This design comes from an exercise in tuning for small area on the open sky130 flow, not from production work. RTL that was checked went through simulation tests only; none was proved equivalent to the original. For runs 5 and 6, only the layout was checked, not whether the RTL still works. Power and IR drop assume default switching activity.

`config.mk`:
```
export PLATFORM = sky130hd
export DESIGN_NAME = crc_frame_enc
export DESIGN_NICKNAME = crc_frame_enc
export VERILOG_FILES = /design/flow/design.v
export SDC_FILE = /design/flow/constraint.sdc
export NUM_CORES = 4
export LEC_CHECK = 0
export CAP_MARGIN = 20
export CORE_MARGIN = 2
export CORE_UTILIZATION = 35
export PLACE_DENSITY = 0.55
export SLEW_MARGIN = 20
```
`constraint.sdc`:
```
create_clock -name core_clock -period 6.5 [get_ports {clk}]
set_input_delay 1.3000 -clock core_clock [delete_from_list [all_inputs] [get_ports {clk}]]
set_output_delay 1.3000 -clock core_clock [all_outputs]
set_load 0.01 [all_outputs]
```
`design.v`:
```
module crc_frame_enc (
    input  wire        clk,
    input  wire        rst,         
    input  wire        cmd_valid,
    output wire        cmd_ready,
    input  wire [15:0] cmd,
    output wire        rsp_valid,
    output wire [2:0]  rsp_kind,
    output wire [63:0] rsp_data
);
    localparam integer RL = 528;            
    localparam [3:0] T_OK    = 4'd0;
    localparam [3:0] T_VAL16 = 4'd1;
    localparam [3:0] T_BOOL  = 4'd2;
    localparam [3:0] T_END   = 4'd4;
    localparam [3:0] T_STAT  = 4'd5;
    localparam [1:0] PH_LOAD  = 2'd0;
    localparam [1:0] PH_EMIT  = 2'd1;
    localparam [1:0] PH_DONE  = 2'd2;
    localparam [1:0] PH_FAULT = 2'd3;
    localparam [1:0] M_IDLE = 2'd0;
    localparam [1:0] M_RUN  = 2'd1;         
    localparam [1:0] M_SCAN = 2'd2;         
    reg [RL-1:0] ring;                      
    reg [9:0]    p;
    reg [15:0]   crc;
    reg [6:0]    wp;
    reg          slotv, slotb, cksv, repv;
    reg [3:0]    seq;
    reg [1:0]    phase;
    reg [2:0]    err;
    reg [1:0]    mode;
    reg          f;                         
    reg          al;                        
    reg          rv;                        
    reg [3:0]    rt;
    wire [7:0] op  = cmd[15:8];
    wire [7:0] opr = cmd[7:0];
    wire       oz  = (opr == 8'h00);
    wire is_rst   = (op == 8'h01);
    wire is_stat  = (op == 8'h02);
    wire is_init  = (op == 8'h10);
    wire is_upd   = (op == 8'h11);
    wire is_rd    = (op == 8'h12);
    wire is_chk   = (op == 8'h13);
    wire is_new   = (op == 8'h20);
    wire is_push  = (op == 8'h21);
    wire is_slot  = (op == 8'h22);
    wire is_start = (op == 8'h23);
    wire is_next  = (op == 8'h24);
    wire nfmt     = is_rst | is_stat | is_init | is_rd | is_chk | is_new | is_start | is_next;
    wire illegal  = ~(nfmt | is_upd | is_push | is_slot) | (nfmt & ~oz);
    wire ph_load  = (phase == PH_LOAD);
    wire ph_emit  = (phase == PH_EMIT);
    wire ph_done  = (phase == PH_DONE);
    wire ph_fault = (phase == PH_FAULT);
    wire slot_ok   = (opr == 8'd1) | (opr == 8'd2);
    wire [2:0] code =
        illegal  ? 3'd4 :
        is_push  ? (!ph_load ? 3'd3 : wp[6] ? 3'd2 : 3'd0) :
        is_slot  ? (!ph_load ? 3'd3 : slot_ok ? 3'd0 : 3'd1) :
        is_start ? (ph_fault ? 3'd3 : !wp[6] ? 3'd2 : !slotv ? 3'd3 : 3'd0) :
        is_next  ? ((ph_load | ph_fault) ? 3'd3 : 3'd0) : 3'd0;
    wire fault     = (code != 3'd0);
    wire push_ok   = is_push & ph_load & ~wp[6];
    wire start_ok  = is_start & ~fault;
    wire next_emit = is_next & ~fault & ph_emit;
    wire       idle   = (mode == M_IDLE);
    wire       p_last = (p == RL - 1);
    wire [9:0] p_nx   = p_last ? 10'd0 : p + 10'd1;
    wire [2:0] bi     = p[2:0];
    wire       b0     = (bi == 3'd0);
    wire       b7     = (bi == 3'd7);
    wire [6:0] seq7   = {seq, 3'b000} - {3'b000, seq};
    wire       alnext = (p_nx == {seq7, 3'b000});
    wire act   = b0 ? (idle & cmd_valid & (is_upd | (push_ok & (p[9:3] == wp)))) : f;
    wire opbit = opr[bi];
    wire fin = (mode == M_RUN) & p_last;
    assign cmd_ready = idle ? ((is_upd | push_ok) ? (f & b7) :
                               start_ok  ? p_last :
                               next_emit ? alnext : 1'b1)
                            : (fin & (start_ok | (is_next & oz)));
    wire acc = cmd_valid & cmd_ready & ~rst;
    wire [55:0] win;
    genvar gi;
    generate
        for (gi = 0; gi < 56; gi = gi + 1) begin : g_win
            assign win[gi] = ring[RL-1-gi];
        end
    endgenerate
    wire tap    = ring[RL-1];
    wire last9  = (seq == 4'd9);
    wire scan   = (mode == M_SCAN);
    wire run    = (mode == M_RUN);
    wire rep    = scan & al & ((seq == 4'd0) | last9 | (|win));
    wire rn     = rep & ~last9;
    wire r9     = rep & last9;
    wire        rot   = run & p[9];
    wire        dbit  = run ? tap : opbit;
    wire        j     = crc[0] ^ dbit;
    wire [15:0] crc_sh = rot ? {crc[0], crc[15:1]}
                             : ({1'b0, crc[15:1]} ^ (j ? 16'h8408 : 16'h0000));
    always @(posedge clk) begin
        ring <= {ring[RL-2:0], (act & is_push) ? opbit : rot ? crc[0] : tap};
    end
    always @(posedge clk) begin
        if (rst) begin
            p     <= 10'd0;
            crc   <= 16'hFFFF;
            wp    <= 7'd0;
            slotv <= 1'b0;
            slotb <= 1'b0;
            cksv  <= 1'b0;
            repv  <= 1'b0;
            seq   <= 4'd0;
            phase <= PH_LOAD;
            err   <= 3'd0;
            mode  <= M_IDLE;
            f     <= 1'b0;
            al    <= 1'b0;
            rv    <= 1'b0;
            rt    <= T_OK;
        end else begin
            p  <= p_nx;
            f  <= act & ~b7;
            al <= alnext | fin;
            rv <= 1'b0;
            rt <= T_OK;
            if ((act & is_upd) | run)
                crc <= crc_sh;
            if (fin) begin
                mode  <= M_IDLE;
                cksv  <= 1'b1;
                seq   <= 4'd0;
                repv  <= 1'b0;
                phase <= PH_EMIT;
            end
            if (acc & fin) begin
                if (is_start) begin
                    crc  <= 16'hFFFF;
                    mode <= M_RUN;
                end else
                    mode <= M_SCAN;
            end
            if (acc & ~fin) begin
                rv <= ~(start_ok | next_emit);
                if (fault) begin
                    rt <= {1'b1, code};
                    if (!ph_fault) begin
                        phase <= PH_FAULT;
                        err   <= code;
                    end
                end else begin
                    if (is_stat) rt <= T_STAT;
                    if (is_rd)   rt <= T_VAL16;
                    if (is_chk)  rt <= T_BOOL;
                    if (is_next & ph_done) rt <= T_END;
                    if (is_rst | is_init | is_start)
                        crc <= 16'hFFFF;
                    if (is_rst | is_new) begin
                        wp    <= 7'd0;
                        slotv <= 1'b0;
                        cksv  <= 1'b0;
                        repv  <= 1'b0;
                        seq   <= 4'd0;
                        phase <= PH_LOAD;
                        err   <= 3'd0;
                    end
                    if (is_push) wp <= wp + 7'd1;
                    if (is_slot) begin
                        slotv <= 1'b1;
                        slotb <= opr[1];
                    end
                    if (is_start) mode <= M_RUN;
                    if (next_emit) mode <= M_SCAN;
                end
            end
            if (scan & al) begin
                seq <= seq + 4'd1;
                if (rep) begin
                    repv <= 1'b1;
                    mode <= M_IDLE;
                    if (last9) phase <= PH_DONE;
                end
            end
        end
    end
    wire sel_val  = (rt == T_VAL16);
    wire sel_bool = (rt == T_BOOL);
    wire sel_stat = (rt == T_STAT);
    wire sel_flt  = rt[3];
    wire [31:0] stat_word = {12'd0, seq, 1'b0, wp, repv, cksv, slotv, err, phase};
    assign rsp_valid = rv | rep | fin;    
    assign rsp_kind  = rep ? 3'd3 : sel_flt ? 3'd6 : rt[2:0];
    assign rsp_data[63:56] = rep ? {4'b1000, seq} : 8'h00;
    assign rsp_data[55:32] = rn ? win[55:32] : 24'd0;
    assign rsp_data[31:16] = (rn ? win[31:16] : 16'd0)
                           | (r9 ? win[23:8] : 16'd0)
                           | (sel_stat ? stat_word[31:16] : 16'd0);
    assign rsp_data[15:8]  = (rn ? win[15:8] : 8'd0)
                           | (r9 ? {2'b00, 2'b11, slotb, 3'b000} : 8'd0)
                           | (sel_val ? crc[15:8] : 8'd0)
                           | (sel_stat ? stat_word[15:8] : 8'd0);
    assign rsp_data[7:0]   = (rep ? win[7:0] : 8'd0)
                           | (sel_val ? crc[7:0] : 8'd0)
                           | (sel_stat ? stat_word[7:0] : 8'd0)
                           | (sel_bool ? {7'd0, crc == 16'hF0B8} : 8'd0)
                           | (sel_flt ? {5'd0, rt[2:0]} : 8'd0);
endmodule
```
`run.sh`:
```
#!/bin/bash
# synth_recipe.tcl (not shown) runs the flow's synth.tcl, then flattens the netlist and writes it again
# the make line also repeats each setting of config.mk as NAME=value (left out here)
make -C /OpenROAD-flow-scripts/flow DESIGN_CONFIG=/design/flow/config.mk WORK_HOME=/design/flow/orfs CLKGATE_MAP_FILE= SYNTH_SCRIPT=/design/flow/synth_recipe.tcl finish
```
==> results.ini, run 1 <==
[global_route]
grt_max_degree = 43
antenna_found_initial = 0
grtUsageTotal_pct = 11.6
grt_pass1_vias = 7791
grt_pass1_wl_mm = 41.7
grt_remaining_overflow = 0

[synth]
postSynthAreaPerCell_um2 = 13.5
synth_flop_cell = dfxtp_1
synthCells = 1118
ys_seq_elements = 583
synth.cell_area_um2 = 15100
ys_seq_area_share_pct = 77.2
async_reset_ff_share_pct = 0
yosysUniqueCellTypes = 80
synth_edf_count = 0
yosysWarnings = 1

[finish]
area_delta_synth_final_pct = 22.2
nNetsFinal = 1258
layout_commonest_cell = dfxtp_1
multi_input_area_um2 = 3180
num_antenna_cells = 0
layout-drive-gt1-share_pct = 10.7
ff_latch_area_um2 = 11700
final_cell_mix = dfxtp_1, clkdlybuf4s50_1, nand2_1, clkbuf_16, nor2_1
postLayoutCellArea_um2 = 18500
nFillCells = 3920

[critical_path]
crit_family = buffers and inverters
crit_path_end_kind = output port
reg2reg_setup_slack_ns = 3.12
critPathBufInv = 2
critPathMostFrequentCell = clkdlybuf4s50_1
slowest_stage = clkdlybuf4s50_1
cp.required_ns = 5.20
cp_cell_sequence = clkdlybuf4s50_1 -> or4b_1 -> a211oi_2 -> o311ai_2 -> o21ai_4 -> nor4_1 -> a22oi_4 -> nor2b_1 -> clkdlybuf4s50_1
worstSetupStartpointType = input port
crit_fanout = 12
cpPeakStageDelay_ns = 0.64
worstPathArrival_ns = 4.69
worstSetupPathType = in2out

[sta]
finalSetupViolCount = 0
skew_ns = 0.0126
timing.fmax_mhz = 167
timing.final.crit_share_pct = 92.2
max_slew.worst_pin.slew_ns = 0.794
hold_viol = 0
rsz0062_at_grt = false
slew_viol_final = 0
period_minus_slack_ns = 5.99
setup_tns_ns = 0
slew_headroom_pct = 47.1

[placement]
routabilityCongestion = 0.847
port_buffers = 84
dp_hpwl_mm = 15.7
dpl_cell_area_um2 = 16600

[clock_network]
clk_pin_slew_ns = 0.06
cts_setup_buffers = 0
cts_buffers = 54
clockBufferDepth = 3
cts-root-buf = clkbuf_16
cts.hold.buffers_added = 0
insertion_delay_ns = 0.58
cts_tree = built
cts.sinks = 583
postCtsResizedCells = 0
htreeDepth = 2

[floorplan]
initial_core_util_pct = 35.2
io_pins = 88
fp.dieArea_um2 = 44900
die_w_um = 212
rows = 76
fp.dieH_um = 212
core-area_um2 = 42900

[detailed_routing]
vias = 8045
drtIter0Drc = 632
drc = 0
drt_wl_total_mm = 25.5
viasPerCell = 4.34
routedWlPerCell_um = 13.7
first_pass_iters = 9
ant_nets = 0

[pwr]
leakage_nw = 7.15
power_density_nw_per_um2 = 374
ir_drop_v = 0.000217

[flow_run]
maxCapViolCount = 0

[worst_hold_path]
min_path_type = reg2reg

[status]
outcome = no timing/DRC/antenna violations

-- cell usage after synthesis, types with 12 or more instances --
library cell  count  area share, %
a21oi_1          37            1.2
and3_1           28            1.2
clkbuf_1         25           0.62
dfxtp_1         583             77
ha_1             12           0.99
inv_1            23           0.57
mux2i_1          29            1.9
nand2_1          72            1.8
nand3_1          16           0.53
nand4_1          14           0.58
nor2_1           42            1.0
nor3_1           16           0.53
nor4_1           20           0.83
o21ai_0          19           0.63
-- metrics by stage --
stage               setup slack [ns]  utilization (%)  total power [W]  instances  hold WS (ns)
finish                         0.508             43.1          0.00691       1854         0.314
global route                   0.330             43.1          0.00717       1854         0.319
CTS                            0.513             43.0          0.00701       1853         0.318
detailed placement             0.527             38.6          0.00375       1755         0.312
global placement               0.578             38.6          0.00375       1755         0.312
floorplan                       1.89                -          0.00372       1120         0.310
-- per-layer routing --
layer  up-vias  share of wire (%)  GRT usage (%)
met5         -                  0              0
met4         0                2.0           3.84
met3        43                6.5           3.20
met2       220                 40           16.1
met1      3772                 52           17.2
li1       4010                  -              -
-- final timing paths --
path / from / endpoint / depth (start not counted)
worst max register to register: phase[0] / crc[2] / 10
worst min-delay path: ring[404] / ring[405] / 0
worst min register to register: ring[404] / ring[405] / 0
worst max-delay path: cmd[9] / cmd_ready / 9
-- where the power goes --
part | switching, W | internal, W | leakage [nW] | total, W
Combinational | 0.0000453 | 0.0000363 | 1.51 | 0.0000816
Clock | 0.00128 | 0.00196 | 0.935 | 0.00324
Sequential | 0.00000875 | 0.00358 | 4.70 | 0.00359
-- sequential cells by signal, summed over array words and instances (netlist names), 2 cells and up --
signal / flops
wp: 7
rt: 4
crc: 16
mode: 2
phase: 2
ring: 528
seq: 4
err: 3
p: 10
-- cell type report --
cell class / instances / area share (%)
flip-flops and latches: 583 / 63.2
multi-input cells: 471 / 17.2
clock buffers: 74 / 8.44
repair buffers: 91 / 4.88
well taps: 585 / 3.96
clock inverters: 24 / 1.79
inverters: 26 / 0.528
-- kinds of logic after synthesis --
family	Yosys count	synth area share (%)
xor+xnor	24	1.57
other cells	1	0.0248
fa+ha+maj	12	0.993
buf+inv	66	1.87
compound gates	122	5.90
mux	31	2.22
simple gates	279	10.2
flops	583	77.2
-- worst reg2reg max path, stage by stage, from the launching register on --
cell and delay, ns:
dfxtp_1 0.43, inv_1 0.09, ha_1 0.31, or4b_1 0.49
a211oi_2 0.28, o311ai_2 0.19, o21ai_4 0.36, nor3_2 0.11
or2_4 0.31, a31oi_4 0.55, nand2_1 0.11
==> inputs of run 2 (changes only) <==
--- a/config.mk
+++ b/config.mk
@@ -8,5 +8,7 @@
 export CAP_MARGIN = 20
 export CORE_MARGIN = 2
-export CORE_UTILIZATION = 35
-export PLACE_DENSITY = 0.55
+export CORE_UTILIZATION = 50
+export CTS_BUF_LIST = sky130_fd_sc_hd__clkbuf_2 sky130_fd_sc_hd__clkbuf_4 sky130_fd_sc_hd__clkbuf_8
+export CTS_CLUSTER_SIZE = 20
+export PLACE_DENSITY = 0.65
 export SLEW_MARGIN = 20
==> results.ini, run 2 <==
[clock_network]
cts.sinks = 583  ; unchanged
cts.hold.buffers_added = 0  ; unchanged
cts-root-buf = clkbuf_8  ; was clkbuf_16
postCtsResizedCells = 0  ; unchanged
cts_setup_buffers = 0  ; unchanged
htreeDepth = 3  ; was 2
clockBufferDepth = 3  ; unchanged
clk_pin_slew_ns = 0.06  ; about the same
cts_tree = built  ; unchanged
insertion_delay_ns = 0.59  ; was 0.58 ns
cts_buffers = 85  ; was 54

[detailed_routing]
drt_wl_total_mm = 25.1  ; was 25.5 mm
routedWlPerCell_um = 14.6  ; was 13.7 um
vias = 8224  ; was 8045
ant_nets = 0  ; unchanged
first_pass_iters = 6  ; was 9
drc = 0  ; unchanged
drtIter0Drc = 486  ; was 632
viasPerCell = 4.80  ; was 4.34

[sta]
slew_headroom_pct = 29.2  ; was 47.1%
setup_tns_ns = 0  ; unchanged
timing.fmax_mhz = 169  ; was 167 MHz
hold_viol = 0  ; unchanged
max_slew.worst_pin.slew_ns = 1.06  ; was 0.794 ns
timing.final.crit_share_pct = 91.1  ; was 92.2%
finalSetupViolCount = 0  ; unchanged
slew_viol_final = 0  ; unchanged
rsz0062_at_grt = false  ; unchanged
skew_ns = 0.0240  ; was 0.0126 ns
period_minus_slack_ns = 5.92  ; was 5.99 ns

[synth]
synth_top_area_share_pct = 77.2  ; unchanged
synth_edf_count = 0  ; unchanged
yosysMostFrequentCell = dfxtp_1  ; unchanged
yosysTopAreaCell = dfxtp_1  ; unchanged
synth_common_cells = dfxtp_1, nand2_1, nor2_1  ; unchanged
postSynthAreaPerCell_um2 = 13.5  ; unchanged
synthCells = 1118  ; unchanged
ys_seq_area_share_pct = 77.2  ; unchanged
synth_area_leaders = dfxtp_1, mux2i_1, nand2_1, a21oi_1, and3_1  ; unchanged
yosysWarnings = 1  ; unchanged
synth_flop_cell = dfxtp_1  ; unchanged
async_reset_ff_share_pct = 0  ; unchanged
ys_seq_elements = 583  ; unchanged
yosysUniqueCellTypes = 80  ; unchanged
synth.cell_area_um2 = 15100  ; unchanged

[global_route]
grt_pass1_wl_mm = 41.2  ; was 41.7 mm
grt_remaining_overflow = 0  ; unchanged
antenna_found_initial = 0  ; unchanged
grtUsageTotal_pct = 16.3  ; was 11.6%
grt_pass1_vias = 8010  ; was 7791
grt_max_degree = 43  ; unchanged

[floorplan]
die_w_um = 178  ; was 212 um
core-area_um2 = 29700  ; was 42900 um2
fp.dieH_um = 178  ; was 212 um
initial_core_util_pct = 50.9  ; was 35.2%
fp.dieArea_um2 = 31600  ; was 44900 um2
io_pins = 88  ; unchanged
rows = 63  ; was 76

[finish]
area_delta_synth_final_pct = 20.0  ; was 22.2%
layout-drive-gt1-share_pct = 15.1  ; was 10.7%
largest_register_ffs = 528  ; unchanged
top_regs = ring x528, crc x16, p x10  ; unchanged
layout_commonest_cell = dfxtp_1  ; unchanged
final_cell_mix = dfxtp_1, clkbuf_8, clkdlybuf4s50_1, nand2_1, nor2_1  ; was dfxtp_1, clkdlybuf4s50_1, nand2_1, clkbuf_16, nor2_1
regMostFlops = ring  ; unchanged
utilization_pct = 61.0  ; was 43.1%
num_antenna_cells = 0  ; unchanged
nNetsFinal = 1288  ; was 1258

[critical_path]
crit_path_end_kind = output port  ; unchanged
r2r-end = crc[1]  ; was crc[2]
crit_start = cmd[9]  ; unchanged
cp.required_ns = 5.20  ; about the same
critPathCapture = cmd_ready  ; unchanged
critPathMostFrequentCell = clkdlybuf4s50_1  ; unchanged
worstSetupPathType = in2out  ; unchanged
r2r.worst_path.cells = 10  ; unchanged
cpPeakStageDelay_ns = 0.67  ; was 0.64 ns
crit_fanout = 12  ; unchanged
slowest_stage = clkdlybuf4s50_1  ; unchanged
worstSetupStartpointType = input port  ; unchanged
worstPathArrival_ns = 4.62  ; was 4.69 ns
cp_cell_sequence = clkdlybuf4s50_1 -> or4b_1 -> a211oi_2 -> o311ai_2 -> o21ai_4 -> nor4_1 -> a22oi_4 -> nor2b_1 -> clkdlybuf4s50_1  ; unchanged
reg2reg_setup_slack_ns = 3.07  ; was 3.12 ns
r2r_start = phase[1]  ; was phase[0]

[pwr]
leakage_nw = 7.17  ; was 7.15 nW
power_density_nw_per_um2 = 364  ; was 374 nW/um2
ir_drop_v = 0.000201  ; was 0.000217 V

[flow_run]
maxCapViolCount = 0  ; unchanged

[status]
outcome = no timing/DRC/antenna violations  ; unchanged

[placement]
port_buffers = 84  ; unchanged
dp_hpwl_mm = 15.3  ; was 15.7 mm
routabilityCongestion = 0.842  ; was 0.847

[worst_hold_path]
min_path_type = reg2reg  ; unchanged
holdPathStages = 0  ; unchanged

-- run 2: cell counts after synthesis --
Identical to the previous run, type by type.
-- run 2: how the worst min path moves through the flow --
| stage | startpoint | end | slack, ns |
|---|---|---|---|
| floorplan | ring[99] | ring[100] | 0.31 |
| global placement | ring[406] | ring[407] | 0.31 |
| detailed placement | ring[128] | ring[129] | 0.31 |
| CTS | ring[424] | ring[425] | 0.29 |
| global route | ring[424] | ring[425] | 0.30 |
| finish | ring[424] | ring[425] | 0.30 |
-- run 2: kinds of logic after synthesis --
group,Yosys count,share of synthesized area (%)
adder cells (fa/ha/maj),12,0.993
flip-flops,583,77.2
AO/OA/AOI/OAI,122,5.90
AND/OR/NAND/NOR,279,10.2
XOR/XNOR,24,1.57
other,1,0.0248
multiplexers,31,2.22
buffers and inverters,66,1.87
-- run 2: per-stage QoR --
stage / instance area, um2 / hold slack [ns] / power, W / setup slack, ns / instances
2_1_floorplan: 15100 / 0.310 / 0.00372 / 1.89 / 1120
3_3_place_gp: 16300 / 0.311 / 0.00375 / 0.611 / 1560
3_5_place_dp: 16300 / 0.312 / 0.00375 / 0.598 / 1560
4_1_cts: 18100 / 0.292 / 0.00670 / 0.584 / 1714
5_1_grt: 18100 / 0.301 / 0.00685 / 0.393 / 1714
6_report: 18100 / 0.303 / 0.00661 / 0.579 / 1714
-- run 2: layout make-up --
| class | instances | area [um2] |
|---|---|---|
| Fill cell | 2328 | 11600 |
| Clock buffer | 134 | 1660 |
| Timing Repair Buffer | 90 | 886 |
| Multi-Input combinational cell | 471 | 3180 |
| Sequential cell | 583 | 11700 |
| Clock inverter | 20 | 153 |
| Tap cell | 390 | 488 |
| Inverter | 26 | 97.6 |
-- run 2: report_power, final --
group | leakage, nW | internal (W) | switching [W]
Sequential | 4.70 | 0.00358 | 0.00000875
Combinational | 1.51 | 0.0000361 | 0.0000458
Clock | 0.964 | 0.00164 | 0.00130
-- run 2: metal layers --
| layer | vias up | global-route usage [%] | wire [um] |
|---|---|---|---|
| met5 | - | 0 | 0 |
| met4 | 0 | 6.08 | 459 |
| met3 | 46 | 3.81 | 1600 |
| met2 | 261 | 23.2 | 10500 |
| met1 | 3826 | 23.9 | 12500 |
| li1 | 4091 | - | - |
-- run 2: critical path, delay by kind of cell --
kind,cells,cell delay (ns)
and+or+nand+nor,3,0.97
buffers and inverters,2,1.22
AOI/OAI and AO/OA,4,1.11
==> inputs of run 3 (changes only) <==
==> flow/run.sh (new file) <==
#!/bin/bash
# Own layout flow: the standard ORFS flow (standard.sh), changed only in how the
# layout is made:
#  1. ABC maps the standard synthesis's logic with an area script (flow/area.abc)
#     instead of ORFS's speed script, which buffers and upsizes. Every other synthesis
#     step, the registers and their names are those of synth_recipe.tcl.
#  2. Every port still gets a buffer, but a sky130_fd_sc_hd__buf_1.
#  3. CTS inserts no dummy loads; its buffer list and clustering are set below.
# Each tool's full output stays in orfs/logs/ (one log per step); make's output is in
# flow.log.
set -euo pipefail
W=$PWD
F=$W/flow
{ head -n 1 synth_recipe.tcl; cat "$F/abc_proc.tcl"; tail -n +2 synth_recipe.tcl; } > my_synth.tcl
sed "s#$W/synth_recipe.tcl#$W/my_synth.tcl#" standard.sh > my_standard.sh
grep -q my_synth.tcl my_standard.sh
export MY_ABC_SCRIPT=$F/area.abc
export BUFFER_PORTS_ARGS="-buffer_cell sky130_fd_sc_hd__buf_1"
export CTS_ARGS="-sink_clustering_enable -repair_clock_nets -dont_use_dummy_load -buf_list sky130_fd_sc_hd__clkbuf_16 -sink_clustering_size 30 -sink_clustering_max_diameter 60"
bash my_standard.sh > flow.log 2>&1
==> flow/abc_proc.tcl (new file) <==
# Map with an area-oriented ABC script instead of ORFS's (which buffers and upsizes for speed).
proc abc {args} {
  set out {}
  set skip 0
  foreach a $args {
    if {$skip} { set skip 0; continue }
    if {$a eq "-script" || $a eq "-D"} { set skip 1; continue }
    lappend out $a
  }
  yosys abc -script $::env(MY_ABC_SCRIPT) {*}$out
}
==> flow/area.abc (new file) <==
strash
&get -n
&st
&dch
&nf -R 1000
&put
==> standard.sh (new file) <==
#!/bin/bash
# synth_recipe.tcl (not shown) runs the flow's synth.tcl, then flattens the netlist and writes it again
# the make line also repeats each setting of config.mk as NAME=value (left out here)
make -C /OpenROAD-flow-scripts/flow DESIGN_CONFIG=/design/flow/config.mk WORK_HOME=/design/flow/orfs CLKGATE_MAP_FILE= SYNTH_SCRIPT=/design/flow/synth_recipe.tcl "${@:-finish}"
==> config.mk (replaced) <==
export PLATFORM = sky130hd
export DESIGN_NAME = crc_frame_enc
export DESIGN_NICKNAME = crc_frame_enc
export VERILOG_FILES = /design/flow/design.v
export SDC_FILE = /design/flow/constraint.sdc
export NUM_CORES = 4
export LEC_CHECK = 0
export CAP_MARGIN = 20
export CORE_MARGIN = 2
export CORE_UTILIZATION = 60
export PLACE_DENSITY = 0.7
export SLEW_MARGIN = 20
removed: run.sh
==> results.ini, run 3 <==
[floorplan]
rows = 56  ; was 63
io_pins = 88  ; unchanged
initial_core_util_pct = 61.0  ; was 50.9%
core-area_um2 = 23500  ; was 29700 um2
fp.dieH_um = 158  ; was 178 um
die_w_um = 158  ; was 178 um
fp.dieArea_um2 = 25100  ; was 31600 um2

[synth]
async_reset_ff_share_pct = 0  ; unchanged
synth.cell_area_um2 = 14300  ; was 15100 um2
yosysWarnings = 1  ; unchanged
yosysMostFrequentCell = dfxtp_1  ; unchanged
synth_flop_cell = dfxtp_1  ; unchanged
synth_top_area_share_pct = 81.5  ; was 77.2%
ys_seq_area_share_pct = 81.5  ; was 77.2%
postSynthAreaPerCell_um2 = 14.2  ; was 13.5 um2
yosysUniqueCellTypes = 50  ; was 80
synth_edf_count = 0  ; unchanged
yosysTopAreaCell = dfxtp_1  ; unchanged
synth_common_cells = dfxtp_1, nand2_1, nor2_1  ; unchanged
synth_area_leaders = dfxtp_1, nand2_1, nor2_1, xnor2_1, and2_0  ; was dfxtp_1, mux2i_1, nand2_1, a21oi_1, and3_1
ys_seq_elements = 583  ; unchanged
synthCells = 1008  ; was 1118

[finish]
area_delta_synth_final_pct = 10.5  ; was 20.0%
num_antenna_cells = 0  ; unchanged
largest_register_ffs = 528  ; unchanged
instances_no_fill = 1445  ; was 1714
layout-drive-gt1-share_pct = 3.82  ; was 15.1%
top_regs = ring x528, crc x16, p x10  ; unchanged
regMostFlops = ring  ; unchanged
layout_commonest_cell = dfxtp_1  ; unchanged
nFillCells = 1707  ; was 2328
nNetsFinal = 1159  ; was 1288
final_cell_mix = dfxtp_1, buf_1, nand2_1, nor2_1, clkbuf_16  ; was dfxtp_1, clkbuf_8, clkdlybuf4s50_1, nand2_1, nor2_1

[pwr]
comb_power_share_pct = 0.9  ; was 1.2%
p_int_w = 0.00439  ; was 0.00526 W
power_frac_clock_pct = 32.9  ; was 44.5%
leakage_nw = 6.22  ; was 7.17 nW
ir_drop_v = 0.000264  ; was 0.000201 V
seqPwrFrac_pct = 66.2  ; was 54.3%
sw_frac_of_total_pct = 18.9  ; was 20.5%
p_sw_w = 0.00102  ; was 0.00135 W
power_density_nw_per_um2 = 342  ; was 364 nW/um2

[detailed_routing]
vias = 7138  ; was 8224
viasPerCell = 4.94  ; was 4.80
drt_wl_total_mm = 21.5  ; was 25.1 mm
drtIter0Drc = 475  ; was 486
first_pass_iters = 5  ; was 6
drc = 0  ; unchanged
ant_nets = 0  ; unchanged
routedWlPerCell_um = 14.9  ; was 14.6 um

[placement]
dp_hpwl_mm = 13.1  ; was 15.3 mm
port_buffers = 84  ; unchanged
place_inst = 1416  ; was 1560
routabilityCongestion = 0.898  ; was 0.842

[critical_path]
reg2reg_setup_slack_ns = 2.06  ; was 3.07 ns
worstPathArrival_ns = 4.31  ; was 4.62 ns
critPathMostFrequentCell = nor2_1  ; was clkdlybuf4s50_1
r2r-end = wp[5]  ; was crc[1]
cp_cell_sequence = buf_1 -> nor2_1 -> nand3b_1 -> nor4b_1 -> a31oi_1 -> nand3_1 -> nor4bb_1 -> nor2_1 -> nor4_1 -> nor2_1 -> o21ai_0 -> nand2_1 -> or3_1 -> o21ai_0 -> a21oi_1 -> a21oi_1 -> buf_1  ; was clkdlybuf4s50_1 -> or4b_1 -> a211oi_2 -> o311ai_2 -> o21ai_4 -> nor4_1 -> a22oi_4 -> nor2b_1 -> clkdlybuf4s50_1
crit_path_end_kind = output port  ; unchanged
cp.required_ns = 5.20  ; about the same
cpPeakStageDelay_ns = 0.59  ; was 0.67 ns
crit_fanout = 7  ; was 12
r2r.worst_path.cells = 16  ; was 10
slowest_stage = nor4_1  ; was clkdlybuf4s50_1
worstSetupPathType = in2out  ; unchanged
worstSetupStartpointType = input port  ; unchanged
r2r_start = p[1]  ; was phase[1]
critPathCapture = cmd_ready  ; unchanged
crit_start = cmd[10]  ; was cmd[9]

[global_route]
grtUsageTotal_pct = 17.4  ; was 16.3%
grt_pass1_wl_mm = 34.9  ; was 41.2 mm
grt_remaining_overflow = 0  ; unchanged
grt_max_degree = 49  ; was 43
antenna_found_initial = 0  ; unchanged
grt_pass1_vias = 6842  ; was 8010

[clock_network]
cts.sinks = 583  ; unchanged
cts_setup_buffers = 0  ; unchanged
htreeDepth = 1  ; was 3
cts_buffers = 29  ; was 85
cts.hold.buffers_added = 0  ; unchanged
clockBufferDepth = 3  ; unchanged
cts_tree = built  ; unchanged
clk_pin_slew_ns = 0.10  ; was 0.06 ns
postCtsResizedCells = 0  ; unchanged
insertion_delay_ns = 0.56  ; was 0.59 ns
cts-root-buf = clkbuf_16  ; was clkbuf_8

[worst_hold_path]
min_path_type = reg2reg  ; unchanged

[sta]
finalSetupViolCount = 0  ; unchanged
skew_ns = 0.0571  ; was 0.0240 ns
slew_headroom_pct = 47.4  ; was 29.2%
rsz0062_at_grt = false  ; unchanged
period_minus_slack_ns = 5.61  ; was 5.92 ns
timing.fmax_mhz = 178  ; was 169 MHz
timing.final.crit_share_pct = 86.3  ; was 91.1%
slew_viol_final = 0  ; unchanged
setup_tns_ns = 0  ; unchanged
hold_viol = 0  ; unchanged
max_slew.worst_pin.slew_ns = 0.782  ; was 1.06 ns

[status]
outcome = no timing/DRC/antenna violations  ; unchanged

[flow_run]
maxCapViolCount = 0  ; unchanged

-- run 3: kinds of logic (layout without fill, tap and decap cells) --
logic type | count (synthesis) | after routing | synth area share [%]
XOR/XNOR | 29 | 29 | 1.77
multiplexers | 17 | 17 | 1.36
flip-flops | 583 | 583 | 81.5
adder cells (fa/ha/maj) | 12 | 12 | 1.05
other | 1 | 3 | 0.0262
buffers and inverters | 25 | 141 | 0.761
AND/OR/NAND/NOR | 247 | 247 | 8.79
AO/OA/AOI/OAI | 94 | 94 | 4.69
-- run 3: area by class of cell --
type / instances / area (um2) / area share (%)
timing repair buffer: 91 / 372 / 2.35
inverter: 21 / 78.8 / 0.498
multi-input combinational: 402 / 2570 / 16.2
clock buffer: 29 / 726 / 4.59
sequential: 583 / 11700 / 73.8
tap: 319 / 399 / 2.52
-- run 3: worst max-delay path, delay by kind of cell --
family | cells | cell delay, ns
buffers and inverters | 2 | 0.29
AOI/OAI and AO/OA | 5 | 0.77
and+or+nand+nor | 10 | 1.95
-- run 3: worst min-delay path by stage --
| stage | startpoint | to | slack, ns | cells past startpoint |
|---|---|---|---|---|
| final | ring[332] | ring[333] | 0.29 | 0 |
| after global routing | ring[309] | ring[310] | 0.29 | 0 |
| after global placement | ring[222] | ring[223] | 0.31 | 0 |
| after floorplan | ring[99] | ring[100] | 0.31 | 0 |
| after CTS | ring[332] | ring[333] | 0.29 | 0 |
| after detailed placement | ring[144] | ring[145] | 0.31 | 0 |
-- run 3: through the flow --
stage	power (W)	worst slack (ns)	utilization, %	hold WS (ns)	cell area (um2)
2_1_floorplan	0.00369	1.06	-	0.310	14300
3_3_place_gp	0.00371	0.981	64.2	0.310	15100
3_5_place_dp	0.00371	0.787	64.3	0.312	15100
4_1_cts	0.00545	0.969	67.4	0.288	15800
5_1_grt	0.00558	0.481	67.4	0.288	15800
6_report	0.00540	0.888	67.4	0.286	15800
-- run 3: power groups by stage --
stage	Combinational [W]	Clock, W	Sequential (W)
final	0.0000481	0.00178	0.00358
after global routing	0.0000541	0.00194	0.00358
after CTS	0.0000478	0.00182	0.00358
after detailed placement	0.0000475	0	0.00366
after global placement	0.0000469	0	0.00366
after floorplan	0.0000305	0	0.00366
-- run 3: metal layers --
layer | part of all wire (%) | track usage (%) | wire length (um) | vias to the layer above
li1 | - | - | - | 3623
met1 | 52 | 26.7 | 11100 | 3316
met2 | 41 | 25.5 | 8890 | 170
met3 | 5.4 | 2.89 | 1160 | 29
met4 | 1.6 | 4.76 | 352 | 0
met5 | 0 | 0 | 0 | -
==> inputs of run 4 (changes only) <==
--- a/flow/run.sh
+++ b/flow/run.sh
@@ -17,4 +17,4 @@
 export MY_ABC_SCRIPT=$F/area.abc
 export BUFFER_PORTS_ARGS="-buffer_cell sky130_fd_sc_hd__buf_1"
-export CTS_ARGS="-sink_clustering_enable -repair_clock_nets -dont_use_dummy_load -buf_list sky130_fd_sc_hd__clkbuf_16 -sink_clustering_size 30 -sink_clustering_max_diameter 60"
+export CTS_ARGS="-sink_clustering_enable -repair_clock_nets -dont_use_dummy_load -buf_list sky130_fd_sc_hd__clkbuf_8 -sink_clustering_size 20 -sink_clustering_max_diameter 50"
 bash my_standard.sh > flow.log 2>&1
==> results.ini, run 4 <==
[pwr]
leakage_nw = 6.14  ; was 6.22 nW
power_frac_clock_pct = 29.4  ; was 32.9%
ir_drop_v = 0.000196  ; was 0.000264 V
power_density_nw_per_um2 = 329  ; was 342 nW/um2
p_int_w = 0.00414  ; was 0.00439 W
comb_power_share_pct = 0.9  ; about the same
p_sw_w = 0.00100  ; was 0.00102 W
sw_frac_of_total_pct = 19.5  ; was 18.9%
seqPwrFrac_pct = 69.7  ; was 66.2%

[synth]
ys_seq_elements = 583  ; unchanged
yosysUniqueCellTypes = 50  ; unchanged
yosysWarnings = 1  ; unchanged
synth-adder-area-share_pct = 1.05  ; unchanged
postSynthAreaPerCell_um2 = 14.2  ; unchanged
synthXorXnorAreaFrac_pct = 1.77  ; unchanged
yosysMostFrequentCell = dfxtp_1  ; unchanged
synth-compound-area-share_pct = 4.69  ; unchanged
synth_top_area_share_pct = 81.5  ; unchanged
async_reset_ff_share_pct = 0  ; unchanged
synth_common_cells = dfxtp_1, nand2_1, nor2_1  ; unchanged
synth_area_leaders = dfxtp_1, nand2_1, nor2_1, xnor2_1, and2_0  ; unchanged
synth_top_family_by_area = simple AND/OR/NAND/NOR gates  ; unchanged
synth.area.mux_share_pct = 1.36  ; unchanged
yosysTopAreaCell = dfxtp_1  ; unchanged
ys_seq_area_share_pct = 81.5  ; unchanged
synthCells = 1008  ; unchanged
synth_flop_cell = dfxtp_1  ; unchanged
synth.cell_area_um2 = 14300  ; unchanged
synth_simple_gate_area_share_pct = 8.79  ; unchanged
synth_edf_count = 0  ; unchanged

[global_route]
grt_pass1_vias = 6894  ; was 6842
grt_max_degree = 49  ; unchanged
grtUsageTotal_pct = 17.4  ; about the same
antenna_found_initial = 0  ; unchanged
grt_remaining_overflow = 0  ; unchanged
grt_pass1_wl_mm = 34.6  ; was 34.9 mm

[critical_path]
worstPathArrival_ns = 4.30  ; was 4.31 ns
worstSetupStartpointType = input port  ; unchanged
slowest_stage = nor4_1  ; unchanged
r2r_start = p[1]  ; unchanged
cpPeakStageDelay_ns = 0.58  ; was 0.59 ns
reg2reg_setup_slack_ns = 2.07  ; was 2.06 ns
critPathCapture = cmd_ready  ; unchanged
crit_start = cmd[10]  ; unchanged
crit_fanout = 7  ; unchanged
r2r.worst_path.cells = 16  ; unchanged
critPathMostFrequentCell = nor2_1  ; unchanged
r2r-end = wp[5]  ; unchanged
worstSetupPathType = in2out  ; unchanged
crit_path_end_kind = output port  ; unchanged
cp_cell_sequence = buf_1 -> nor2_1 -> nand3b_1 -> nor4b_1 -> a31oi_1 -> nand3_1 -> nor4bb_1 -> nor2_1 -> nor4_1 -> nor2_1 -> o21ai_0 -> nand2_1 -> or3_1 -> o21ai_0 -> a21oi_1 -> a21oi_1 -> buf_1  ; unchanged
cp.required_ns = 5.20  ; about the same

[detailed_routing]
first_pass_iters = 6  ; was 5
ant_nets = 0  ; unchanged
routedWlPerCell_um = 14.6  ; was 14.9 um
viasPerCell = 4.93  ; was 4.94
drtIter0Drc = 418  ; was 475
vias = 7179  ; was 7138
drc = 0  ; unchanged
drt_wl_total_mm = 21.2  ; was 21.5 mm

[finish]
num_antenna_cells = 0  ; unchanged
largest_register_ffs = 528  ; unchanged
multi_input_area_um2 = 2570  ; unchanged
instances_no_fill = 1455  ; was 1445
nFillCells = 1740  ; was 1707
layout_commonest_cell = dfxtp_1  ; unchanged
layout-drive-gt1-share_pct = 4.67  ; was 3.82%
nNetsFinal = 1169  ; was 1159
area_delta_synth_final_pct = 9.18  ; was 10.5%
regMostFlops = ring  ; unchanged
final_cell_mix = dfxtp_1, buf_1, nand2_1, nor2_1, clkbuf_8  ; was dfxtp_1, buf_1, nand2_1, nor2_1, clkbuf_16
ff_latch_area_um2 = 11700  ; unchanged
top_regs = ring x528, crc x16, p x10  ; unchanged

[floorplan]
die_w_um = 158  ; unchanged
io_pins = 88  ; unchanged
initial_core_util_pct = 61.0  ; unchanged
fp.dieArea_um2 = 25100  ; unchanged
core-area_um2 = 23500  ; unchanged
fp.dieH_um = 158  ; unchanged
rows = 56  ; unchanged

[clock_network]
cts_buffers = 39  ; was 29
postCtsResizedCells = 0  ; unchanged
cts_setup_buffers = 0  ; unchanged
cts.sinks = 583  ; unchanged
cts-root-buf = clkbuf_8  ; was clkbuf_16
htreeDepth = 2  ; was 1
insertion_delay_ns = 0.55  ; was 0.56 ns
clockBufferDepth = 3  ; unchanged
cts_tree = built  ; unchanged
clk_pin_slew_ns = 0.11  ; was 0.10 ns
cts.hold.buffers_added = 0  ; unchanged

[sta]
slew_headroom_pct = 49.0  ; was 47.4%
hold_viol = 0  ; unchanged
timing.final.crit_share_pct = 86.1  ; was 86.3%
skew_ns = 0.0798  ; was 0.0571 ns
timing.fmax_mhz = 179  ; was 178 MHz
slew_viol_final = 0  ; unchanged
setup_tns_ns = 0  ; unchanged
period_minus_slack_ns = 5.60  ; was 5.61 ns
rsz0062_at_grt = false  ; unchanged
max_slew.worst_pin.slew_ns = 0.758  ; was 0.782 ns
finalSetupViolCount = 0  ; unchanged

[placement]
port_buffers = 84  ; unchanged
dp_hpwl_mm = 13.1  ; unchanged
routabilityCongestion = 0.898  ; unchanged
place_inst = 1416  ; unchanged

[worst_hold_path]
min_path_type = reg2reg  ; unchanged

[status]
outcome = no timing/DRC/antenna violations  ; unchanged

[flow_run]
maxCapViolCount = 0  ; unchanged

==> run 4: routing by layer <==
metal	wire length, um	track usage (%)	part of all wire [%]
met1	11100	26.5	52
met2	8510	24.7	40
met3	1100	3.08	5.2
met4	520	6.61	2.4
met5	0	0	0
==> run 4: cells by family after synthesis <==
group                    Yosys count
buffers and inverters             25
flip-flops                       583
AND/OR/NAND/NOR                  247
multiplexers                      17
adder cells (fa/ha/maj)           12
other                              1
XOR/XNOR                          29
AO/OA/AOI/OAI                     94
==> run 4: power by group through the flow <==
stage                     Sequential (W)  Clock (W)  Combinational, W
after floorplan                  0.00366          0         0.0000305
after global routing             0.00358    0.00168         0.0000541
after detailed placement         0.00366          0         0.0000475
final                            0.00358    0.00151         0.0000479
after CTS                        0.00358    0.00156         0.0000477
after global placement           0.00366          0         0.0000469
==> run 4: area by class of cell <==
class,count,area share (%)
Clock buffer,39,3.43
Inverter,21,0.504
Multi-Input combinational cell,402,16.4
Sequential cell,583,74.7
Tap cell,319,2.55
Timing Repair Buffer,91,2.38
==> run 4: critical path: cells and delay by family <==
| family | cells | cell delay, ns |
|---|---|---|
| AND/OR/NAND/NOR | 10 | 1.93 |
| AO/OA/AOI/OAI | 5 | 0.77 |
| buffers and inverters | 2 | 0.29 |
==> run 4: through the flow <==
stage / worst slack (ns) / hold slack [ns] / total power (W) / area, um2 / util (%)
after floorplan: 1.06 / 0.310 / 0.00369 / 14300 / -
after global placement: 0.981 / 0.310 / 0.00371 / 15100 / 64.2
after detailed placement: 0.787 / 0.312 / 0.00371 / 15100 / 64.3
after CTS: 0.948 / 0.302 / 0.00519 / 15600 / 66.6
after global routing: 0.479 / 0.304 / 0.00532 / 15600 / 66.6
final: 0.902 / 0.300 / 0.00514 / 15600 / 66.6
==> run 4: worst min-delay path by stage <==
stage | startpoint | to | slack [ns] | cells after the start
after global placement | ring[222] | ring[223] | 0.31 | 0
after CTS | ring[349] | ring[350] | 0.30 | 0
after floorplan | ring[99] | ring[100] | 0.31 | 0
after global routing | ring[368] | ring[369] | 0.30 | 0
after detailed placement | ring[144] | ring[145] | 0.31 | 0
final | ring[368] | ring[369] | 0.30 | 0
==> inputs of run 5 (changes only) <==
--- a/design.v
+++ b/design.v
@@ -22,7 +22,9 @@
     localparam [1:0] M_RUN  = 2'd1;         
     localparam [1:0] M_SCAN = 2'd2;         
+    localparam [1:0] M_BOOT = 2'd3;         
     reg [RL-1:0] ring;                      
+    reg [15:0]   crc;                       
     reg [9:0]    p;
-    reg [15:0]   crc;
+    reg          par;                       
     reg [6:0]    wp;
     reg          slotv, slotb, cksv, repv;
@@ -66,5 +68,11 @@
     wire start_ok  = is_start & ~fault;
     wire next_emit = is_next & ~fault & ph_emit;
+    wire init16    = (is_init | is_rst) & oz;   
+    wire ser16     = init16 | start_ok;          
+    wire ser       = ser16 | is_upd | push_ok;   
     wire       idle   = (mode == M_IDLE);
+    wire       run    = (mode == M_RUN);
+    wire       scan   = (mode == M_SCAN);
+    wire       boot   = (mode == M_BOOT);
     wire       p_last = (p == RL - 1);
     wire [9:0] p_nx   = p_last ? 10'd0 : p + 10'd1;
@@ -72,13 +80,22 @@
     wire       b0     = (bi == 3'd0);
     wire       b7     = (bi == 3'd7);
+    wire       n0     = b0 & ~p[3];             
+    wire       n15    = b7 & p[3];              
+    wire       k0     = b0 & (p[3] == par);     
+    wire       k15    = b7 & (p[3] != par);     
+    wire       p512   = p[9] & n0;
     wire [6:0] seq7   = {seq, 3'b000} - {3'b000, seq};
     wire       alnext = (p_nx == {seq7, 3'b000});
-    wire act   = b0 ? (idle & cmd_valid & (is_upd | (push_ok & (p[9:3] == wp)))) : f;
+    wire       fin    = run & p_last;
+    wire begin_ser = cmd_valid &
+        ((idle & ((is_upd & k0) | (push_ok & b0 & (p[9:3] == wp)) | (init16 & n0))) |
+         ((idle | run) & start_ok & p512));
+    wire act   = f | begin_ser;
+    wire endp  = ser16 ? n15 : b7;
     wire opbit = opr[bi];
-    wire fin = (mode == M_RUN) & p_last;
-    assign cmd_ready = idle ? ((is_upd | push_ok) ? (f & b7) :
-                               start_ok  ? p_last :
+    assign cmd_ready = idle ? (ser ? (f & endp) :
+                               (is_rd | is_chk) ? k15 :
                                next_emit ? alnext : 1'b1)
-                            : (fin & (start_ok | (is_next & oz)));
+                            : (fin & ((f & is_start) | (is_next & oz)));
     wire acc = cmd_valid & cmd_ready & ~rst;
     wire [55:0] win;
@@ -91,21 +108,27 @@
     wire tap    = ring[RL-1];
     wire last9  = (seq == 4'd9);
-    wire scan   = (mode == M_SCAN);
-    wire run    = (mode == M_RUN);
     wire rep    = scan & al & ((seq == 4'd0) | last9 | (|win));
     wire rn     = rep & ~last9;
     wire r9     = rep & last9;
-    wire        rot   = run & p[9];
-    wire        dbit  = run ? tap : opbit;
-    wire        j     = crc[0] ^ dbit;
-    wire [15:0] crc_sh = rot ? {crc[0], crc[15:1]}
-                             : ({1'b0, crc[15:1]} ^ (j ? 16'h8408 : 16'h0000));
+    wire        cks_out = run & p[9];                   
+    wire        fill    = boot | (act & ser16);         
+    wire        stp     = (act & is_upd) | (run & ~p[9]);
+    wire        dbit    = run ? tap : opbit;
+    wire        j       = stp & (crc[0] ^ dbit);
+    wire [15:0] crc_nx;
+    assign crc_nx[15]   = fill | (crc[0] ^ (stp & dbit));
+    assign crc_nx[14:11] = crc[15:12];
+    assign crc_nx[10]   = crc[11] ^ j;
+    assign crc_nx[9:4]  = crc[10:5];
+    assign crc_nx[3]    = crc[4] ^ j;
+    assign crc_nx[2:0]  = crc[3:1];
     always @(posedge clk) begin
-        ring <= {ring[RL-2:0], (act & is_push) ? opbit : rot ? crc[0] : tap};
+        ring <= {ring[RL-2:0], (act & is_push) ? opbit : cks_out ? crc[0] : tap};
+        crc  <= crc_nx;
     end
     always @(posedge clk) begin
         if (rst) begin
             p     <= 10'd0;
-            crc   <= 16'hFFFF;
+            par   <= 1'b0;
             wp    <= 7'd0;
             slotv <= 1'b0;
@@ -116,5 +139,5 @@
             phase <= PH_LOAD;
             err   <= 3'd0;
-            mode  <= M_IDLE;
+            mode  <= M_BOOT;
             f     <= 1'b0;
             al    <= 1'b0;
@@ -123,10 +146,10 @@
         end else begin
             p  <= p_nx;
-            f  <= act & ~b7;
+            f  <= act & ~endp;
             al <= alnext | fin;
             rv <= 1'b0;
             rt <= T_OK;
-            if ((act & is_upd) | run)
-                crc <= crc_sh;
+            if (boot & n15)
+                mode <= M_IDLE;
             if (fin) begin
                 mode  <= M_IDLE;
@@ -138,6 +161,6 @@
             if (acc & fin) begin
                 if (is_start) begin
-                    crc  <= 16'hFFFF;
                     mode <= M_RUN;
+                    par  <= 1'b0;
                 end else
                     mode <= M_SCAN;
@@ -156,6 +179,5 @@
                     if (is_chk)  rt <= T_BOOL;
                     if (is_next & ph_done) rt <= T_END;
-                    if (is_rst | is_init | is_start)
-                        crc <= 16'hFFFF;
+                    if (is_upd)  par <= ~par;
                     if (is_rst | is_new) begin
                         wp    <= 7'd0;
@@ -172,5 +194,8 @@
                         slotb <= opr[1];
                     end
-                    if (is_start) mode <= M_RUN;
+                    if (is_start) begin
+                        mode <= M_RUN;
+                        par  <= 1'b0;
+                    end
                     if (next_emit) mode <= M_SCAN;
                 end
==> flow/area.abc (replaced) <==
strash
&get -n
&deepsyn -T 20
&put
strash
&get -n
&dch -f
&nf -R 1000
&put
==> results.ini, run 5 <==
[sta]
setup_tns_ns = 0  ; unchanged
timing.final.crit_share_pct = 91.6  ; was 86.1%
period_minus_slack_ns = 5.96  ; was 5.60 ns
max_slew.worst_pin.slew_ns = 1.00  ; was 0.758 ns
rsz0062_at_grt = false  ; unchanged
timing.fmax_mhz = 168  ; was 179 MHz
finalSetupViolCount = 0  ; unchanged
skew_ns = 0.0592  ; was 0.0798 ns
slew_headroom_pct = 33.0  ; was 49.0%
slew_viol_final = 0  ; unchanged
whs_ns = 0.290  ; was 0.300 ns
hold_viol = 0  ; unchanged

[synth]
yosysUniqueCellTypes = 51  ; was 50
ys_seq_elements = 584  ; was 583
ys_seq_area_share_pct = 82.7  ; was 81.5%
synth_area_leaders = dfxtp_1, and2_0, a222oi_1, xnor2_1, ha_1  ; was dfxtp_1, nand2_1, nor2_1, xnor2_1, and2_0
synth_top_area_share_pct = 82.7  ; was 81.5%
synth_common_cells = dfxtp_1, nor2_1, nand2_1  ; was dfxtp_1, nand2_1, nor2_1
yosysTopAreaCell = dfxtp_1  ; unchanged
async_reset_ff_share_pct = 0  ; unchanged
synth_flop_cell = dfxtp_1  ; unchanged
synth_edf_count = 0  ; unchanged
yosysWarnings = 1  ; unchanged
synthCells = 972  ; was 1008
postSynthAreaPerCell_um2 = 14.5  ; was 14.2 um2
yosysMostFrequentCell = dfxtp_1  ; unchanged
synth.cell_area_um2 = 14100  ; was 14300 um2

[global_route]
antenna_found_initial = 0  ; unchanged
grt_pass1_vias = 6564  ; was 6894
grt_pass1_wl_mm = 33.2  ; was 34.6 mm
grt_remaining_overflow = 0  ; unchanged
grt_max_degree = 25  ; was 49
grtUsageTotal_pct = 16.8  ; was 17.4%

[finish]
nNetsFinal = 1129  ; was 1169
final_cell_mix = dfxtp_1, buf_1, nor2_1, clkbuf_8, nand2_1  ; was dfxtp_1, buf_1, nand2_1, nor2_1, clkbuf_8
layout_commonest_cell = dfxtp_1  ; unchanged
regMostFlops = ring  ; unchanged
ff_latch_area_um2 = 11700  ; about the same
area_delta_synth_final_pct = 8.83  ; was 9.18%
largest_register_ffs = 528  ; unchanged
top_regs = ring x528, crc x16, p x10  ; unchanged
multi_input_area_um2 = 2290  ; was 2570 um2
nFillCells = 1722  ; was 1740
num_antenna_cells = 0  ; unchanged
layout-drive-gt1-share_pct = 4.11  ; was 4.67%

[floorplan]
die_w_um = 157  ; was 158 um
core-area_um2 = 23300  ; was 23500 um2
rows = 56  ; unchanged
fp.dieH_um = 157  ; was 158 um
io_pins = 88  ; unchanged
fp.dieArea_um2 = 24800  ; was 25100 um2
initial_core_util_pct = 60.7  ; was 61.0%

[detailed_routing]
routedWlPerCell_um = 14.5  ; was 14.6 um
drt_wl_total_mm = 20.4  ; was 21.2 mm
ant_nets = 0  ; unchanged
first_pass_iters = 6  ; unchanged
vias = 7003  ; was 7179
viasPerCell = 4.95  ; was 4.93
drc = 0  ; unchanged
drtIter0Drc = 441  ; was 418

[critical_path]
crit_family = simple AND/OR/NAND/NOR gates  ; unchanged
r2r_start = p[0]  ; was p[1]
crit_path_end_kind = output port  ; unchanged
crit_fanout = 5  ; was 7
worstPathArrival_ns = 4.66  ; was 4.30 ns
r2r.worst_path.cells = 19  ; was 16
cp.required_ns = 5.20  ; about the same
worstSetupStartpointType = input port  ; unchanged
crit_start = cmd[11]  ; was cmd[10]
cpPeakStageDelay_ns = 0.54  ; was 0.58 ns
worstSetupPathType = in2out  ; unchanged
reg2reg_setup_slack_ns = 1.68  ; was 2.07 ns
r2r-end = wp[5]  ; unchanged
cp_cell_sequence = buf_1 -> nor3_1 -> nor3b_1 -> nand3_1 -> clkinv_1 -> o22ai_1 -> o21ai_0 -> a21boi_0 -> nand2_1 -> nor3_1 -> a31oi_1 -> o21a_1 -> a32oi_1 -> o32a_1 -> clkinv_1 -> buf_1  ; was buf_1 -> nor2_1 -> nand3b_1 -> nor4b_1 -> a31oi_1 -> nand3_1 -> nor4bb_1 -> nor2_1 -> nor4_1 -> nor2_1 -> o21ai_0 -> nand2_1 -> or3_1 -> o21ai_0 -> a21oi_1 -> a21oi_1 -> buf_1
slowest_stage = nor3b_1  ; was nor4_1
critPathBufInv = 4  ; was 2

[status]
outcome = no timing/DRC/antenna violations  ; unchanged

[placement]
port_buffers = 84  ; unchanged
dp_hpwl_mm = 12.9  ; was 13.1 mm
routabilityCongestion = 0.906  ; was 0.898

[clock_network]
cts.sinks = 584  ; was 583
insertion_delay_ns = 0.55  ; about the same
postCtsResizedCells = 0  ; unchanged
htreeDepth = 2  ; unchanged
clockBufferDepth = 3  ; unchanged
cts_tree = built  ; unchanged
cts-root-buf = clkbuf_8  ; unchanged
cts_setup_buffers = 0  ; unchanged
cts_buffers = 38  ; was 39
clk_pin_slew_ns = 0.10  ; was 0.11 ns
cts.hold.buffers_added = 0  ; unchanged

[worst_hold_path]
hold_end = ring[114]  ; was ring[369]
min-delay-start = ring[113]  ; was ring[368]
min_path_type = reg2reg  ; unchanged
holdPathStages = 0  ; unchanged

[flow_run]
maxCapViolCount = 0  ; unchanged

[pwr]
power_density_nw_per_um2 = 335  ; was 329 nW/um2
ir_drop_v = 0.000282  ; was 0.000196 V
leakage_nw = 5.97  ; was 6.14 nW

-- run 5: changes by cell type after synthesis, moves of 4 or more --
cell,change
a222oi_1,+6
nand3_1,+9
xor2_1,-4
a211oi_1,-4
a22oi_1,-5
nand2_1,-29
nor2b_1,+8
nor2_1,-16
nand3b_1,-4
nor4_1,-5
clkinv_1,+12
mux2i_1,-11
-- run 5: report_power, final --
part | switching [W] | total (W) | internal (W) | leakage (nW)
clock network | 0.000955 | 0.00148 | 0.000530 | 0.273
registers | 0.0000218 | 0.00362 | 0.00360 | 4.70
logic | 0.0000309 | 0.0000534 | 0.0000226 | 0.988
total | 0.00101 | 0.00516 | 0.00415 | 5.97
-- run 5: final cells by class --
cell class	count	share of cell area, %
flip-flops and latches	584	76.0
multi-input cells	353	14.9
clock buffers	38	3.40
well taps	319	2.60
repair buffers	88	2.25
inverters	33	0.806
-- run 5: kinds of logic (layout without fill, tap and decap cells) --
group                      count (synthesis)  count (layout)  synth area share [%]
DFF                                      584             584                  82.7
xor gates and xnor gates                  24              24                  1.49
muxes                                      7               7                 0.682
other                                      1               3                0.0265
adders and majority gates                 12              12                  1.06
and+or+nand+nor                          205             205                  7.54
AOI/OAI and AO/OA                        102             102                  5.37
buffers and inverters                     37             159                  1.09
-- run 5: worst max path at each step --
stage,endpoint,slack (ns),cells past startpoint
after floorplan,wp[5],1.05,20
after global placement,wp[5],0.52,21
after detailed placement,wp[5],0.37,21
after CTS,cmd_ready,0.58,16
after global routing,cmd_ready,0.07,16
final,cmd_ready,0.54,16
-- run 5: worst reg2reg max path: cells and delay by family, from the launching register on --
| family | cells | cell delay (ns) |
|---|---|---|
| flip-flops | 1 | 0.40 |
| AO/OA/AOI/OAI | 7 | 1.09 |
| adder cells (fa/ha/maj) | 1 | 0.26 |
| AND/OR/NAND/NOR | 11 | 2.89 |
-- run 5: per-layer routing --
layer | up-vias | track usage [%] | routed length (um)
li1 | 3488 | - | -
met3 | 46 | 3.36 | 1210
met5 | - | 0 | 0
met4 | 0 | 6.75 | 528
met2 | 203 | 23.9 | 8160
met1 | 3266 | 25.3 | 10500
-- run 5: through the flow --
step / setup slack (ns) / area [um2] / utilization, % / total power, W / instances
final: 0.543 / 15400 / 66.1 / 0.00516 / 1415
after global routing: 0.0697 / 15400 / 66.1 / 0.00534 / 1415
after CTS: 0.583 / 15400 / 66.1 / 0.00522 / 1415
after detailed placement: 0.372 / 14900 / 63.8 / 0.00375 / 1377
after global placement: 0.521 / 14900 / 63.8 / 0.00375 / 1377
after floorplan: 1.05 / 14100 / - / 0.00373 / 974
==> inputs of run 6 (changes only) <==
--- a/design.v
+++ b/design.v
@@ -30,6 +30,5 @@
     reg          slotv, slotb, cksv, repv;
     reg [3:0]    seq;
-    reg [1:0]    phase;
-    reg [2:0]    err;
+    reg [2:0]    st;                        
     reg [1:0]    mode;
     reg          f;                         
@@ -53,8 +52,10 @@
     wire nfmt     = is_rst | is_stat | is_init | is_rd | is_chk | is_new | is_start | is_next;
     wire illegal  = ~(nfmt | is_upd | is_push | is_slot) | (nfmt & ~oz);
-    wire ph_load  = (phase == PH_LOAD);
-    wire ph_emit  = (phase == PH_EMIT);
-    wire ph_done  = (phase == PH_DONE);
-    wire ph_fault = (phase == PH_FAULT);
+    wire ph_load  = (st == 3'd0);
+    wire ph_emit  = (st == 3'd1);
+    wire ph_done  = (st == 3'd2);
+    wire ph_fault = st[2];
+    wire [1:0] phase = ph_fault ? PH_FAULT : st[1:0];
+    wire [2:0] err   = ph_fault ? {st[1] & st[0], st[1] ^ st[0], ~st[0]} : 3'd0;
     wire slot_ok   = (opr == 8'd1) | (opr == 8'd2);
     wire [2:0] code =
@@ -137,6 +138,5 @@
             repv  <= 1'b0;
             seq   <= 4'd0;
-            phase <= PH_LOAD;
-            err   <= 3'd0;
+            st    <= 3'd0;
             mode  <= M_BOOT;
             f     <= 1'b0;
@@ -157,5 +157,5 @@
                 seq   <= 4'd0;
                 repv  <= 1'b0;
-                phase <= PH_EMIT;
+                st    <= 3'd1;
             end
             if (acc & fin) begin
@@ -170,8 +170,6 @@
                 if (fault) begin
                     rt <= {1'b1, code};
-                    if (!ph_fault) begin
-                        phase <= PH_FAULT;
-                        err   <= code;
-                    end
+                    if (!ph_fault)
+                        st <= {1'b1, code[1:0] - 2'd1};
                 end else begin
                     if (is_stat) rt <= T_STAT;
@@ -186,6 +184,5 @@
                         repv  <= 1'b0;
                         seq   <= 4'd0;
-                        phase <= PH_LOAD;
-                        err   <= 3'd0;
+                        st    <= 3'd0;
                     end
                     if (is_push) wp <= wp + 7'd1;
@@ -206,5 +203,5 @@
                     repv <= 1'b1;
                     mode <= M_IDLE;
-                    if (last9) phase <= PH_DONE;
+                    if (last9) st <= 3'd2;
                 end
             end
--- a/flow/run.sh
+++ b/flow/run.sh
@@ -17,4 +17,4 @@
 export MY_ABC_SCRIPT=$F/area.abc
 export BUFFER_PORTS_ARGS="-buffer_cell sky130_fd_sc_hd__buf_1"
-export CTS_ARGS="-sink_clustering_enable -repair_clock_nets -dont_use_dummy_load -buf_list sky130_fd_sc_hd__clkbuf_8 -sink_clustering_size 20 -sink_clustering_max_diameter 50"
+export CTS_ARGS="-sink_clustering_enable -repair_clock_nets -dont_use_dummy_load -buf_list sky130_fd_sc_hd__clkbuf_8 -sink_clustering_size 22 -sink_clustering_max_diameter 45"
 bash my_standard.sh > flow.log 2>&1
--- a/config.mk
+++ b/config.mk
@@ -8,5 +8,5 @@
 export CAP_MARGIN = 20
 export CORE_MARGIN = 2
-export CORE_UTILIZATION = 60
-export PLACE_DENSITY = 0.7
+export CORE_UTILIZATION = 70
+export PLACE_DENSITY = 0.8
 export SLEW_MARGIN = 20
==> results.ini, run 6 <==
[status]
outcome = no timing/DRC/antenna violations  ; unchanged

[synth]
synthCells = 987  ; was 972
synth.cell_area_um2 = 14100  ; about the same
synth_edf_count = 0  ; unchanged
synth_area_leaders = dfxtp_1, and3_1, nor2_1, ha_1, a21oi_1  ; was dfxtp_1, and2_0, a222oi_1, xnor2_1, ha_1
ys_seq_area_share_pct = 82.5  ; was 82.7%
synth_common_cells = dfxtp_1, nor2_1, nand2_1  ; unchanged
synth_simple_gate_area_share_pct = 8.03  ; was 7.54%
synth_top_family_by_area = simple AND/OR/NAND/NOR gates  ; unchanged
synth.area.mux_share_pct = 0.541  ; was 0.682%
synth_top_area_share_pct = 82.5  ; was 82.7%
postSynthAreaPerCell_um2 = 14.3  ; was 14.5 um2

[sta]
slew_viol_final = 0  ; unchanged
slew_headroom_pct = 48.3  ; was 33.0%
period_minus_slack_ns = 6.08  ; was 5.96 ns
timing.final.ws_setup_ns = 0.419  ; was 0.543 ns
timing.final.crit_share_pct = 93.6  ; was 91.6%
finalSetupViolCount = 0  ; unchanged
skew_ns = 0.0669  ; was 0.0592 ns
setup_tns_ns = 0  ; unchanged

[global_route]
grt_max_degree = 41  ; was 25
antenna_found_initial = 0  ; unchanged
grt_pass1_wl_mm = 37.7  ; was 33.2 mm
grt_pass1_vias = 7245  ; was 6564
grt_remaining_overflow = 0  ; unchanged
grtUsageTotal_pct = 22.0  ; was 16.8%

[critical_path]
r2r_start = st[2]  ; was p[0]
cpPeakStageDelay_ns = 0.43  ; was 0.54 ns
crit_path_end_kind = output port  ; unchanged
reg2reg_setup_slack_ns = 1.90  ; was 1.68 ns
worstSetupStartpointType = input port  ; unchanged
cp_cell_sequence = buf_1 -> clkinv_1 -> nand3_1 -> nor3_1 -> and3_1 -> nor3_1 -> nor2_1 -> a211oi_1 -> or2_0 -> or3_1 -> ha_1 -> nor2b_1 -> and2_0 -> nor2_1 -> o21a_1 -> a21oi_1 -> o21ai_0 -> buf_1  ; was buf_1 -> nor3_1 -> nor3b_1 -> nand3_1 -> clkinv_1 -> o22ai_1 -> o21ai_0 -> a21boi_0 -> nand2_1 -> nor3_1 -> a31oi_1 -> o21a_1 -> a32oi_1 -> o32a_1 -> clkinv_1 -> buf_1
cp.required_ns = 5.20  ; about the same
crit_fanout = 6  ; was 5
crit_start = cmd[12]  ; was cmd[11]
worstPathArrival_ns = 4.78  ; was 4.66 ns
r2r-end = wp[6]  ; was wp[5]

[flow_run]
maxCapViolCount = 0  ; unchanged

[placement]
port_buffers = 84  ; unchanged
dp_hpwl_mm = 15.3  ; was 12.9 mm
routabilityCongestion = 0.904  ; was 0.906

[detailed_routing]
drc = 0  ; unchanged
vias = 7338  ; was 7003
routedWlPerCell_um = 16.7  ; was 14.5 um
first_pass_iters = 7  ; was 6
viasPerCell = 5.31  ; was 4.95
drt_wl_total_mm = 23.1  ; was 20.4 mm
ant_nets = 0  ; unchanged
drtIter0Drc = 484  ; was 441

[clock_network]
cts_tree = built  ; unchanged
cts_setup_buffers = 0  ; unchanged
clockBufferDepth = 3  ; unchanged
cts_buffers = 38  ; unchanged
cts.hold.buffers_added = 0  ; unchanged

[finish]
layout_commonest_cell = dfxtp_1  ; unchanged
num_antenna_cells = 0  ; unchanged
multi_input_area_um2 = 2330  ; was 2290 um2
top_regs = ring x528, crc x16, p x10  ; unchanged
final_cell_mix = dfxtp_1, buf_1, nor2_1, nand2_1, clkbuf_8  ; was dfxtp_1, buf_1, nor2_1, clkbuf_8, nand2_1
layout-drive-gt1-share_pct = 4.74  ; was 4.11%
utilization_pct = 78.1  ; was 66.1%

[pwr]
leakage_nw = 6.04  ; was 5.97 nW
power_density_nw_per_um2 = 331  ; was 335 nW/um2
power_frac_clock_pct = 28.9  ; was 28.8%
power_w = 0.00508  ; was 0.00516 W
comb_power_share_pct = 0.7  ; was 1.0%

[worst_hold_path]
min_path_type = reg2reg  ; unchanged
holdPathStages = 0  ; unchanged

[floorplan]
io_pins = 88  ; unchanged
fp.dieArea_um2 = 21300  ; was 24800 um2
core-area_um2 = 19700  ; was 23300 um2

[run 6: cell count changes after synthesis, sizes merged, moves of 4 or more]
| cell | change |
|---|---|
| nor3b | -4 |
| and2 | -24 |
| nand3 | -7 |
| nor2 | +6 |
| nor3 | +8 |
| and3 | +21 |
| nor4 | +4 |
| nand2 | +4 |
| nor2b | -4 |
| a21oi | +10 |
| or3 | +4 |
[run 6: worst max path at each step]
stage | to | slack [ns] | cells past startpoint
finish | cmd_ready | 0.42 | 18
global route | cmd_ready | 0.09 | 16
CTS | cmd_ready | 0.40 | 18
detailed placement | wp[6] | 0.30 | 25
global placement | wp[6] | 0.44 | 25
floorplan | wp[6] | 0.71 | 22
[run 6: cells by family (layout without fill, tap and decap cells)]
group           after synthesis  after routing
simple gates                220            220
flops                       582            582
buf+inv                      39            167
mux                           5              5
xor+xnor                     20             20
compound gates              107            107
fa+ha+maj                    13             13
other cells                   1              3
[run 6: critical path, delay by kind of cell]
kind                       cells  cell delay, ns
and+or+nand+nor               10            2.28
AOI/OAI and AO/OA              4            0.54
buffers and inverters          3            0.43
adders and majority gates      1            0.23
[run 6: area by class of cell]
cell class | count | area share, %
flip-flops and latches | 582 | 75.9
multi-input cells | 368 | 15.1
clock buffers | 38 | 3.41
repair buffers | 94 | 2.54
well taps | 265 | 2.16
inverters | 35 | 0.856
[run 6: through the flow]
stage,instances,area (um2),hold slack (ns)
after floorplan,989,14100,0.310
after global placement,1344,14800,0.311
after detailed placement,1344,14800,0.312
after CTS,1382,15300,0.299
after global routing,1382,15400,0.299
final,1382,15400,0.288
[run 6: layer usage]
metal	global-route usage, %	part of all wire, %
met3	4.13	7.1
met1	31.9	46
met4	6.12	1.7
met2	34.6	45
met5	0	0
[run 6: power by group through the flow]
stage	clock (W)	sequential [W]	combinational, W
2_1_floorplan	0	0.00365	0.0000209
3_3_place_gp	0	0.00365	0.0000338
3_5_place_dp	0	0.00365	0.0000344
4_1_cts	0.00150	0.00357	0.0000345
5_1_grt	0.00162	0.00357	0.0000393
6_report	0.00147	0.00357	0.0000349

## afterwards: timing with drivers on the ports
In the flow no input, the clock included, has a driving cell. The finished layouts below were timed again as built, in two steps.
Step 1 sets driving cells, clkbuf_16 on the clock port and buf_2 on the other inputs (assumed; they add their load-dependent delay and slew).
Step 2, shift: input delay + t, output delay - t, t = (earliest + latest rising clock arrival at the registers) / 2. This alone moves slack from input paths to output paths.
Three values: ideal, step 1, step 2; two values: the first two.
run | t, ns | setup slack, ns | worst setup path after step 2 | slew at the worst register clock pin (ns)
run 1 | 0.629 | 0.508 / 0.488 / 0.488 | input to output | 0.07 / 0.07
run 2 | 0.626 | 0.579 / 0.559 / 0.559 | input to output | 0.06 / 0.06
run 3 | 0.579 | 0.888 / 0.863 / 0.633 | input to register | 0.10 / 0.10
run 4 | 0.558 | 0.902 / 0.877 / 0.662 | input to register | 0.12 / 0.12
run 5 | 0.560 | 0.543 / 0.523 / 0.247 | input to register | 0.11 / 0.11
run 6 | 0.559 | 0.419 / 0.398 / 0.217 | input to register | 0.12 / 0.12
After both steps every run listed still meets setup and hold. For run 5, which loses most, drivers alone change the setup slack by -0.020 ns; drivers and shift together by -0.296 ns.
